From an optimization exercise on the open Yosys and OpenROAD flow, aimed at small area, a short achievable clock period and few clock cycles; shortcuts taken in it are not production practice.
The RTL of this run was laid out without a check of its function.
No activity file was given, so power comes from the tool's default toggle rates.

File: design/flow/config.mk
export PLATFORM = sky130hd
export DESIGN_NAME = interp_pair
export DESIGN_NICKNAME = interp_pair
export VERILOG_FILES = /design/flow/design.v
export SDC_FILE = /design/flow/constraint.sdc
export NUM_CORES = 4
export LEC_CHECK = 0
export CAP_MARGIN = 20
export CELL_PAD_IN_SITES_DETAIL_PLACEMENT = 1
export CELL_PAD_IN_SITES_GLOBAL_PLACEMENT = 2
export CORE_MARGIN = 2
export CORE_UTILIZATION = 30
export CTS_BUF_LIST = sky130_fd_sc_hd__clkbuf_8
export PLACE_DENSITY = 0.45
export SLEW_MARGIN = 20
export TNS_END_PERCENT = 30
File: design/flow/constraint.sdc
create_clock -name core_clock -period 16.0 [get_ports {clk}]
set_input_delay 3.2000 -clock core_clock [delete_from_list [all_inputs] [get_ports {clk}]]
set_output_delay 3.2000 -clock core_clock [all_outputs]
set_load 0.01 [all_outputs]
File: design/flow/design.v
module interp_lane (
    input  wire [31:0] in,
    input  wire [4:0]  shift,
    input  wire [4:0]  mask_lsb,
    input  wire [4:0]  mask_msb,
    input  wire        is_signed,
    input  wire [5:0]  sidx,        
    output wire [31:0] result,      
    output wire        overf        
);
    wire [31:0] shifted = in >> shift;
    wire [31:0] upto    = ~(32'hFFFFFFFE << mask_msb);         
    wire [31:0] above   = ~upto;                                
    wire [31:0] window  = upto & (32'hFFFFFFFF << mask_lsb);
    wire        sign    = ~sidx[5] & in[sidx[4:0]];
    wire        sext    = is_signed & sign;
    assign overf  = |(shifted & above);
    assign result = (shifted & window) | (above & {32{sext}});
endmodule
module interp_ksadd #(parameter W = 32) (
    input  wire [W-1:0] a,
    input  wire [W-1:0] b,
    input  wire         cin,
    output wire [W-1:0] s
);
    localparam L = (W > 32) ? 6 : (W > 16) ? 5 : (W > 8) ? 4 : (W > 4) ? 3 : 2;
    wire [W-1:0] g [0:L];
    wire [W-1:0] p [0:L];
    assign g[0] = (a & b) | ({{(W-1){1'b0}}, cin} & (a ^ b));
    assign p[0] = a ^ b;
    genvar i, k;
    generate
        for (k = 0; k < L; k = k + 1) begin : lvl
            for (i = 0; i < W; i = i + 1) begin : bit_
                if (i >= (1 << k)) begin : comb
                    assign g[k+1][i] = g[k][i] | (p[k][i] & g[k][i-(1<<k)]);
                    assign p[k+1][i] = p[k][i] & p[k][i-(1<<k)];
                end else begin : pass
                    assign g[k+1][i] = g[k][i];
                    assign p[k+1][i] = p[k][i];
                end
            end
        end
    endgenerate
    assign s = p[0] ^ {g[L][W-2:0], cin};
endmodule
module interp_unit (
    input  wire        clk,
    input  wire        rst,
    input  wire        op_valid,    
    input  wire [4:0]  sel,
    input  wire [31:0] wdata,
    input  wire        sg0,         
    input  wire        sg1,         
    input  wire [31:0] nacc0,       
    input  wire [31:0] nacc1,       
    output reg  [31:0] accum0,
    output reg  [31:0] accum1,
    output reg  [31:0] base0,
    output reg  [31:0] base1,
    output reg  [31:0] base2,
    output reg  [22:0] ctrl0,
    output reg  [22:0] ctrl1,
    output wire [6:0]  zf,          
    output wire [6:0]  zf_next      
);
    wire is_pop = (sel == 5'h05) || (sel == 5'h06) || (sel == 5'h07);
    wire [6:0] we;
    assign we[0] = op_valid && (is_pop || (sel == 5'h10) || (sel == 5'h1D));
    assign we[1] = op_valid && (is_pop || (sel == 5'h11) || (sel == 5'h1E));
    assign we[2] = op_valid && ((sel == 5'h12) || (sel == 5'h1F));
    assign we[3] = op_valid && ((sel == 5'h13) || (sel == 5'h1F));
    assign we[4] = op_valid && (sel == 5'h14);
    assign we[5] = op_valid && (sel == 5'h1B);
    assign we[6] = op_valid && (sel == 5'h1C);
    reg [6:0] z;
    assign zf      = z;
    assign zf_next = rst ? 7'h7F : (z & ~we);
    always @(posedge clk) begin
        z <= zf_next;
        if (we[0]) accum0 <= nacc0;
        if (we[1]) accum1 <= nacc1;
        if (we[2]) base0  <= (sel == 5'h1F) ? {{16{sg0 & wdata[15]}}, wdata[15:0]} : wdata;
        if (we[3]) base1  <= (sel == 5'h1F) ? {{16{sg1 & wdata[31]}}, wdata[31:16]} : wdata;
        if (we[4]) base2  <= wdata;
        if (we[5]) ctrl0  <= wdata[22:0];
        if (we[6]) ctrl1  <= wdata[22:0];
    end
endmodule
module interp_pair (
    input  wire        clk,
    input  wire        rst,
    input  wire        req_valid,
    output wire        req_ready,
    input  wire        req_unit,
    input  wire [4:0]  req_sel,
    input  wire [31:0] req_wdata,
    output reg         resp_valid,
    output reg  [31:0] resp_rdata
);
    assign req_ready = 1'b1;
    reg        r_v;
    reg        r_u;
    reg [4:0]  r_sel;
    reg [31:0] r_wd;
    always @(posedge clk) begin
        if (rst) r_v <= 1'b0;
        else     r_v <= req_valid;
        r_u   <= req_unit;
        r_sel <= req_sel;
        r_wd  <= req_wdata;
    end
    wire [31:0] a00, a01, b00, b01, b02;    
    wire [31:0] a10, a11, b10, b11, b12;    
    wire [22:0] c00, c01, c10, c11;
    wire [31:0] nacc0, nacc1;
    wire [6:0]  z0, z1, z0n, z1n;       
    wire c00s = c00[15] & ~z0[5];
    wire c01s = c01[15] & ~z0[6];
    wire c01b = c01[21] & ~z0[6];
    wire c10s = c10[15] & ~z1[5];
    wire c11s = c11[15] & ~z1[6];
    wire sg0_u0 = c01b ? c01s : c00s;
    wire sg0_u1 = c10s;
    interp_unit u_interp0 (
        .clk(clk), .rst(rst), .op_valid(r_v && !r_u),
        .sel(r_sel), .wdata(r_wd), .sg0(sg0_u0), .sg1(c01s),
        .nacc0(nacc0), .nacc1(nacc1),
        .accum0(a00), .accum1(a01), .base0(b00), .base1(b01), .base2(b02),
        .ctrl0(c00), .ctrl1(c01), .zf(z0), .zf_next(z0n)
    );
    interp_unit u_interp1 (
        .clk(clk), .rst(rst), .op_valid(r_v && r_u),
        .sel(r_sel), .wdata(r_wd), .sg0(sg0_u1), .sg1(c11s),
        .nacc0(nacc0), .nacc1(nacc1),
        .accum0(a10), .accum1(a11), .base0(b10), .base1(b11), .base2(b12),
        .ctrl0(c10), .ctrl1(c11), .zf(z1), .zf_next(z1n)
    );
    wire fw_c0 = r_v && (r_u == req_unit) && (r_sel == 5'h1B);
    wire fw_c1 = r_v && (r_u == req_unit) && (r_sel == 5'h1C);
    wire [22:0] c0_n = fw_c0 ? r_wd[22:0] :
                       req_unit ? (c10 & {23{~z1[5]}}) : (c00 & {23{~z0[5]}});
    wire [22:0] c1_n = fw_c1 ? r_wd[22:0] :
                       req_unit ? (c11 & {23{~z1[6]}}) : (c01 & {23{~z0[6]}});
    wire        u    = req_unit;
    wire [4:0]  s    = req_sel;
    wire wr_n   = (s == 5'h10) || (s == 5'h11);            
    wire add_n  = (s == 5'h1D) || (s == 5'h1E);            
    wire racc_n = (s == 5'h00) || (s == 5'h01);            
    wire rb0_n  = (s == 5'h02);
    wire rb1_n  = (s == 5'h03);
    wire rb2_n  = (s == 5'h04);
    wire rr0_n  = (s == 5'h0D);
    wire rr1_n  = (s == 5'h0E);
    wire rc1_n  = (s == 5'h0C);
    wire eng_n  = (s >= 5'h05) && (s <= 5'h0B);            
    wire wacc_n = wr_n || add_n;
    wire pl0_n  = !eng_n;
    wire pl1_n  = !eng_n;
    wire xs0_n  = add_n ? s[1] : racc_n ? s[0] : c0_n[16];
    wire z0_n   = wr_n || rb0_n || rb2_n;                  
    wire z1_n   = rb1_n || rb2_n || rc1_n;                 
    wire clp_n  = u && c0_n[22];
    reg [22:0] c0, c1;            
    reg [5:0]  sidx0, sidx1;      
    reg [3:0]  isel0, isel1;      
    reg        do_blend, do_clamp, raw0, raw1, opw, opz0, opz1, opc1, cr0, cr1;
    reg [1:0]  f0, f1;
    reg [3:0]  rsel;              
    reg [1:0]  bs0, bs1, bs2;     
    always @(posedge clk) begin
        c0       <= c0_n;
        c1       <= c1_n;
        sidx0    <= {1'b0, c0_n[14:10]} + {1'b0, c0_n[4:0]};
        sidx1    <= {1'b0, c1_n[14:10]} + {1'b0, c1_n[4:0]};
        isel0    <= z0_n ? 4'd0 :
                    {u & xs0_n & ~z1n[1], u & ~xs0_n & ~z1n[0],
                     ~u & xs0_n & ~z0n[1], ~u & ~xs0_n & ~z0n[0]};
        isel1    <= z1_n ? 4'd0 :
                    {u & ~c1_n[16] & ~z1n[1], u & c1_n[16] & ~z1n[0],
                     ~u & ~c1_n[16] & ~z0n[1], ~u & c1_n[16] & ~z0n[0]};
        bs0      <= {u & ~z1n[2], ~u & ~z0n[2]};
        bs1      <= {u & ~z1n[3], ~u & ~z0n[3]};
        bs2      <= {u & ~z1n[4], ~u & ~z0n[4]};
        do_blend <= ~u & c1_n[21] & ~pl1_n;
        do_clamp <= clp_n & ~pl0_n;
        raw0     <= wacc_n | racc_n | rb0_n | (c0_n[18] & ~clp_n & ~rr0_n);
        raw1     <= (c1_n[18] & ~rr1_n) | rb1_n | rc1_n;
        opw      <= wacc_n;
        opz0     <= racc_n | rr0_n;
        opz1     <= rr1_n;
        opc1     <= rc1_n;
        cr0      <= ~pl0_n & c0_n[17];
        cr1      <= wacc_n | (~pl1_n & c1_n[17]);
        f0       <= pl0_n ? 2'b00 : c0_n[20:19];
        f1       <= pl1_n ? 2'b00 : c1_n[20:19];
        rsel     <= {s == 5'h0B,
                     rb2_n || s == 5'h07 || s == 5'h0A,
                     rb1_n || rc1_n || rr1_n || s == 5'h06 || s == 5'h09,
                     racc_n || rb0_n || rr0_n || s == 5'h05 || s == 5'h08};
    end
    wire [31:0] b0 = ({32{bs0[1]}} & b10) | ({32{bs0[0]}} & b00);
    wire [31:0] b1 = ({32{bs1[1]}} & b11) | ({32{bs1[0]}} & b01);
    wire [31:0] b2 = ({32{bs2[1]}} & b12) | ({32{bs2[0]}} & b02);
    wire [31:0] input0 = ({32{isel0[0]}} & a00) | ({32{isel0[1]}} & a01) |
                         ({32{isel0[2]}} & a10) | ({32{isel0[3]}} & a11);
    wire [31:0] input1 = ({32{isel1[0]}} & a00) | ({32{isel1[1]}} & a01) |
                         ({32{isel1[2]}} & a10) | ({32{isel1[3]}} & a11);
    wire [31:0] sres0, sres1;
    wire        overf0, overf1;
    interp_lane u_lane0 (
        .in(input0), .shift(c0[4:0]), .mask_lsb(c0[9:5]),
        .mask_msb(c0[14:10]), .is_signed(c0[15]), .sidx(sidx0),
        .result(sres0), .overf(overf0)
    );
    interp_lane u_lane1 (
        .in(input1), .shift(c1[4:0]), .mask_lsb(c1[9:5]),
        .mask_msb(c1[14:10]), .is_signed(c1[15]), .sidx(sidx1),
        .result(sres1), .overf(overf1)
    );
    wire overf = overf0 | overf1;
    wire [31:0] opa0 = opw ? r_wd : opz0 ? 32'd0 : (do_clamp ? ~b0 : b0);
    wire [31:0] x0   = raw0 ? input0 : sres0;
    wire [32:0] sum0 = {1'b0, opa0} + {1'b0, x0} + {32'd0, do_clamp};
    wire [31:0] add0 = sum0[31:0];
    wire [31:0] opa1 = opz1 ? 32'd0 : opc1 ? {9'd0, c1} : b1;
    wire [31:0] x1   = raw1 ? input1 : sres1;
    wire [31:0] add1 = opa1 + x1;
    wire [31:0] full = b2 + sres0 + (do_blend ? 32'd0 : sres1);
    wire        csg   = c0[15];
    wire        below = (csg && (sres0[31] != b0[31])) ? sres0[31] : !sum0[32];
    wire [31:0] xcmp  = {sres0[31] ^ csg, sres0[30:0]};
    wire [31:0] b1cmp = {b1[31] ^ csg, b1[30:0]};
    wire        over  = xcmp > b1cmp;
    wire [31:0] clamp0 = below ? b0 : (over ? b1 : sres0);
    wire [7:0]  alpha = sres1[7:0];
    wire        bsgn  = c1[15];
    wire        we0   = r_v && !r_u;
    wire        wb01  = we0 && (r_sel == 5'h1F);
    wire [31:0] nb0   = (we0 && r_sel == 5'h12) ? r_wd :
                        wb01 ? {{16{sg0_u0 & r_wd[15]}}, r_wd[15:0]} :
                        (b00 & {32{~z0[2]}});
    wire [31:0] nb1   = (we0 && r_sel == 5'h13) ? r_wd :
                        wb01 ? {{16{c01s & r_wd[31]}}, r_wd[31:16]} :
                        (b01 & {32{~z0[3]}});
    wire        nsg   = (we0 && r_sel == 5'h1C) ? r_wd[15] : (c01[15] & ~z0[6]);
    wire [32:0] diff_n = {nsg & nb1[31], nb1} - {nsg & nb0[31], nb0};
    reg  [32:0] diff;
    reg  [34:0] diff3;            
    always @(posedge clk) begin
        diff  <= diff_n;
        diff3 <= {{2{diff_n[32]}}, diff_n} + {diff_n[32], diff_n, 1'b0};
    end
    wire [34:0] d1 = {{2{diff[32]}}, diff};
    wire [34:0] d2 = {diff[32], diff, 1'b0};
    wire [34:0] m0 = alpha[1] ? (alpha[0] ? diff3 : d2) : (alpha[0] ? d1 : 35'd0);
    wire [34:0] m1 = alpha[3] ? (alpha[2] ? diff3 : d2) : (alpha[2] ? d1 : 35'd0);
    wire [34:0] m2 = alpha[5] ? (alpha[4] ? diff3 : d2) : (alpha[4] ? d1 : 35'd0);
    wire [34:0] m3 = alpha[7] ? (alpha[6] ? diff3 : d2) : (alpha[6] ? d1 : 35'd0);
    wire [39:0] pp0 = {4'd0, ~m0[34], m0[33:0]} + 40'hAC_0000_0000;
    wire [39:0] pp1 = {2'd0, ~m1[34], m1[33:0], 2'd0};
    wire [39:0] pp2 = {~m2[34], m2[33:0], 4'd0};
    wire [39:0] pp3 = {m3[33:0], 6'd0};
    wire [39:0] ppb = {b0, {8{bsgn & diff[32]}}};
    wire [39:0] s1 = pp0 ^ pp1 ^ pp2, k1 = {(pp0 & pp1) | (pp0 & pp2) | (pp1 & pp2), 1'b0};
    wire [39:0] s2 = pp3 ^ ppb ^ s1,  k2 = {(pp3 & ppb) | (pp3 & s1) | (ppb & s1), 1'b0};
    wire [39:0] s7 = s2 ^ k2 ^ k1,    k7 = {(s2 & k2) | (s2 & k1) | (k2 & k1), 1'b0};
    wire [39:0] bsum;
    interp_ksadd #(.W(40)) u_bsum (.a(s7), .b(k7), .cin(1'b0), .s(bsum));
    wire [31:0] blend1 = bsum[39:8];
    wire        l0a = do_blend;                   
    wire        l0c = !do_blend && do_clamp;      
    wire        l0s = !do_blend && !do_clamp;     
    wire [1:0]  l0f = do_blend ? 2'b00 : f0;      
    wire [4:0]  n0 = cr0 ? {!do_blend, do_blend, 3'b000} : {2'b00, l0s, l0c, l0a};
    wire [4:0]  n1 = cr1 ? {2'b00, l0s, l0c, l0a} : {!do_blend, do_blend, 3'b000};
    wire [1:0]  nf0 = cr0 ? f1 : l0f;
    wire [1:0]  nf1 = cr1 ? l0f : f1;
    wire [4:0]  rs = ({5{rsel[0]}} & {2'b00, l0s, l0c, l0a}) |
                     ({5{rsel[1]}} & {!do_blend, do_blend, 3'b000});
    wire [1:0]  rf = ({2{rsel[0]}} & l0f) | ({2{rsel[1]}} & f1);
    wire [31:0] a32 = {24'd0, alpha};
    assign nacc0 = ({32{n0[0]}} & a32) | ({32{n0[1]}} & clamp0) | ({32{n0[2]}} & add0) |
                   ({32{n0[3]}} & blend1) | ({32{n0[4]}} & add1) | {2'b00, nf0, 28'd0};
    assign nacc1 = ({32{n1[0]}} & a32) | ({32{n1[1]}} & clamp0) | ({32{n1[2]}} & add0) |
                   ({32{n1[3]}} & blend1) | ({32{n1[4]}} & add1) | {2'b00, nf1, 28'd0};
    wire [31:0] rdata = ({32{rs[0]}} & a32) | ({32{rs[1]}} & clamp0) | ({32{rs[2]}} & add0) |
                        ({32{rs[3]}} & blend1) | ({32{rs[4]}} & add1) | {2'b00, rf, 28'd0} |
                        ({32{rsel[2]}} & full)  |
                        ({32{rsel[3]}} & {6'd0, overf, overf1, overf0, c0});
    always @(posedge clk) begin
        if (rst) resp_valid <= 1'b0;
        else     resp_valid <= r_v && !r_sel[4];
        resp_rdata <= rdata;
    end
endmodule
File: design/flow/flow/run.sh
#!/bin/bash
set -euo pipefail
MARGIN=${MARGIN:-8}
bash standard.sh SETUP_SLACK_MARGIN=$MARGIN finish > standard_make.log 2>&1
File: design/flow/standard.sh
#!/bin/bash
# synth_recipe.tcl (not shown) runs the flow's synth.tcl, then flattens the netlist and writes it again
# the make line also repeats each setting of config.mk as NAME=value (left out here)
make -C /OpenROAD-flow-scripts/flow DESIGN_CONFIG=/design/flow/config.mk WORK_HOME=/design/flow/orfs CLKGATE_MAP_FILE= SYNTH_SCRIPT=/design/flow/synth_recipe.tcl "${@:-finish}"
==> reports/metrics.csv <==
stage,metric,value,unit
run_status,outcome,finished clean,
clock_network,deepest clock path buffer count,3,
timing,final worst-path cycle share,50.6,%
placement,IO Port Bufs,73,
clock_network,total CTS buffers,134,
worst_setup_path,CP required,16640,ps
flow_run,Max Cap Viol,0,
global_routing,GR Overflow Total,0,
clock_network,htree depth,4,
power_and_ir_drop,combinational power share,14.1,%
synth,synth cell count leaders,"528 x nor2_1, 525 x a21oi_1, 517 x nand2_1",
drt,Routed Wire Length,327000,um
worst_setup_path,worst r2r src,isel0[2],
drt,via/cell ratio,6.03,
timing,Min Hold Slack,444,ps
clock_network,Clock Sinks,654,
worst_setup_path,Max Fanout on Critical Path,32,
synth,most common cell in the netlist,nor2_1,
power_and_ir_drop,Worst VDD drop,0.0861,mV
worst_setup_path,Crit path max-delay family,compound AO/OA/AOI/OAI gates,
synth,main area contributors after synthesis,"edfxtp_1 24%, dfxtp_1 9.3%, ha_1 5.8%",
power_and_ir_drop,P per Cell Area,71.3,nW/um2
power_and_ir_drop,Sw Ratio,31.6,%
clock_network,clock latency (worst-skew pair),960,ps
floorplan,starting density of the core,30.1,%
power_and_ir_drop,Seq pwr share,44.2,%
global_routing,largest net degree at the start of global routing,53,
timing,final setup TNS,0,ps
timing,post-layout min period,8100,ps
clock_network,clk root buf,clkbuf_8,
power_and_ir_drop,Int Pwr,0.00309,W
worst_setup_path,"slowest stage delay, CP",950,ps
hold_path,Worst Hold Path Cells,1,
power_and_ir_drop,Sw Pwr,0.00143,W
floorplan,Die ar.,177000,um2
hold_path,min-delay src,u_interp1.z[3],
global_routing,Total Routing Usage GR,35.3,%
floorplan,row count,153,
synth,mapped cell area,52200,um2
timing,Worst-Margin Slew,1340,ps
worst_setup_path,Reg2Reg Depth,22,
synth,register area share after synthesis,33.0,%
synth,number of synthesized flops with an enable pin,412,
synth,Post-synth ARST share,0,%
timing,Clock Skew,67.5,ps
global_routing,first-pass GRT wire length,435000,um
worst_setup_path,Worst R2R Setup Slack,7900,ps
hold_path,HP Class,reg2reg,
floorplan,Die Width,421,um
drt,DRT Pass-1 Iters,6,
synth,area share of the largest cell type after synthesis,23.7,%
cells_and_area,"Most flops, register",diff3,
worst_setup_path,endpoint class of the critical path,flop,
synth,leading area contributor after synthesis,edfxtp_1,
cells_and_area,final cell count without fillers,8417,
synth,"Top FF cell, synth",edfxtp_1,
floorplan,Core Area,173000,um2
timing,"Hold Violations, Final",0,
synth,Post-Syn Area per Cell,9.12,um2
worst_setup_path,CP bufs+invs,2,
cells_and_area,number of flip-flops in the largest register,34,
floorplan,# IOs,75,
clock_network,CTS tree,done,
global_routing,vias in the first global route,49900,
drt,vias post-DR,50800,
worst_setup_path,critical path's most frequent cell,mux2i_1,
synth,Synthesized Nets,6143,
placement,Routability Congestion,0.972,
drt,WL/cell,38.8,um
drt,initial DRC count,5459,
floorplan,chip height,421,um
placement,dpl cells,7975,
power_and_ir_drop,Clk network pwr share,41.7,%
clock_network,"Reg clk slew, reported paths",60,ps
synth,post-synthesis cell count,5719,
hold_path,Hold Path End,u_interp1.z[3],
timing,max_slew headroom,10.9,%
worst_setup_path,crit path DAT,8730,ps
synth,Cell variety after synth,109,
timing,RSZ-0062 raised after global routing,yes,
drt,Routed Antenna Nets,0,
timing,max frequency,124,MHz
cells_and_area,FILL cells,19600,
cells_and_area,share of layout cells above drive strength 1,18.3,%
timing,Final setup violation count,0,
cells_and_area,Area Overhead vs Synth,21.5,%
worst_setup_path,"Critical Path, Cell by Cell",buf_6 > a22oi_1 > and2_1 > mux4_2 > mux2i_1 > mux2i_1 > nor2_1 > a21oi_1 > a21oi_1 > ha_1 > nand4_1 > nor4_1 > o21a_1 > o32ai_1 > nand4_1 > o21ai_4 > buf_4 > mux2i_1 > o21ai_0 > o311ai_0 > a31oi_1 > o22ai_2,
global_routing,initial antenna violation count,29,
timing,Slew Limit Fails,0,
worst_setup_path,r2r endpoint,u_interp0.accum1[18],
synth,total number of yosys warnings,3,
drt,number of remaining DRC errors,0,
worst_setup_path,CP max stage cell,a21oi_1,
placement,Final HPWL DP,247000,um
worst_setup_path,CP startpoint kind,flop,
power_and_ir_drop,leakage power,26.2,nW
synth,Synth Register Bits,654,
worst_setup_path,CP Class,reg2reg,
worst_setup_path,crit path launch,isel0[2],
clock_network,CTS Hold Bufs,0,
cells_and_area,# nets final,6386,
power groups by stage:
stage                     registers, W  logic, W  clock network (W)
after global placement         0.00203  0.000597                  0
after CTS                      0.00199  0.000618            0.00193
final                          0.00200  0.000635            0.00189
after global routing           0.00200  0.000679            0.00199
after detailed placement       0.00202  0.000604                  0
after floorplan                0.00194  0.000398                  0
kinds of logic after synthesis:
logic type               after synthesis  synth area share [%]
AO/OA/AOI/OAI                       1841                  23.7
AND/OR/NAND/NOR                     1581                  13.7
buffers and inverters                656                  5.05
flip-flops                           654                  33.0
multiplexers                         396                  9.84
adder cells (fa/ha/maj)              383                  11.2
XOR/XNOR                             207                  3.48
other                                  1               0.00719
layout make-up:
class / instances / area (um2) / area share [%]
Multi-Input combinational cell: 4409 / 34200 / 54.0
Clock inverter: 99 / 778 / 1.23
Timing Repair Buffer: 502 / 5100 / 8.06
Tap cell: 2325 / 2910 / 4.59
Clock buffer: 146 / 2010 / 3.17
Antenna cell: 21 / 52.6 / 0.0829
Sequential cell: 654 / 17200 / 27.2
Inverter: 261 / 1010 / 1.60
placed cells by master, fill, tap and decap left out, drive strengths merged, types with 26 or more instances in the layout:
master         count
a22oi            208
a211oi            35
or3               26
clkbuf           159
clkdlybuf4s50     73
fa               141
nand3            115
edfxtp           412
clkinv            37
nand4             27
a22o             107
nor2b             42
o211ai            40
o21a              55
mux2              39
nand2b            48
mux2i            269
or2               26
a31oi             55
nor3              71
xnor2            151
a21oi            527
o21bai            40
mux4              88
dfxtp            242
buf              411
and3              33
inv              308
ha               242
o22ai             36
xor2              56
and2              60
nand2            519
a21o             118
nor2             529
o31ai             29
nor3b             42
a221oi            43
o21ai            334
stage by stage:
step / setup WS [ps] / total power [W] / cell area (um2) / utilization [%]
finish: 7900 / 0.00452 / 63400 / 36.6
floorplan: 8520 / 0.00234 / 52200 / -
CTS: 7850 / 0.00454 / 61200 / 35.3
global route: 7770 / 0.00468 / 63300 / 36.6
detailed placement: 5610 / 0.00263 / 56300 / 32.5
global placement: 5280 / 0.00262 / 56200 / 32.5
timing repair:
item,4_1_cts,5_1_grt
pin swaps,26,92
setup buffers,66,87
endpoints found under the setup margin,173,168
cloned,11,11
gates resized for setup,217,261
metal layers:
| metal | track usage (%) | share of wire [%] | vias to the layer above |
|---|---|---|---|
| met5 | 0 | 0.014 | - |
| li1 | - | - | 21700 |
| met1 | 46.3 | 43 | 26300 |
| met2 | 54.9 | 44 | 2100 |
| met3 | 5.21 | 6.2 | 597 |
| met4 | 21.1 | 7.1 | 8 |
how the worst max path moves through the flow:
| stage | slack (ps) | cells past startpoint | endpoint |
|---|---|---|---|
| global route | 7770 | 36 | u_interp1.accum1[31] |
| global placement | 5280 | 27 | u_interp0.accum1[17] |
| CTS | 7850 | 32 | u_interp1.accum0[31] |
| floorplan | 8520 | 33 | resp_rdata[29] |
| finish | 7900 | 22 | u_interp0.accum1[18] |
| detailed placement | 5610 | 30 | u_interp1.accum1[31] |

separate check: timing with driven ports:
In the flow no input, the clock included, has a driving cell. The finished layout below was timed again as built, in two steps.
Step 1 assumes that a clkbuf_16 drives the clock port and a buf_2 every other input.
Step 2, shift: input delay + t, output delay - t, t = (earliest + latest rising clock arrival at the registers) / 2. This alone moves slack from input paths to output paths.
Three values: ideal ports, drivers, drivers and shift; two values: the first two.
t (ns): 1.000
setup slack, ns: 7.904 / 7.904 / 7.904
hold WS [ns]: 0.444 / 0.444 / 0.444
worst slew at a driven data input, ns: 0.04
pins driven straight from the clock port: 1
After both steps this run still meets setup and hold. The setup slack of this run moves by 0.000 ns with the drivers and by 0.000 ns with both steps.
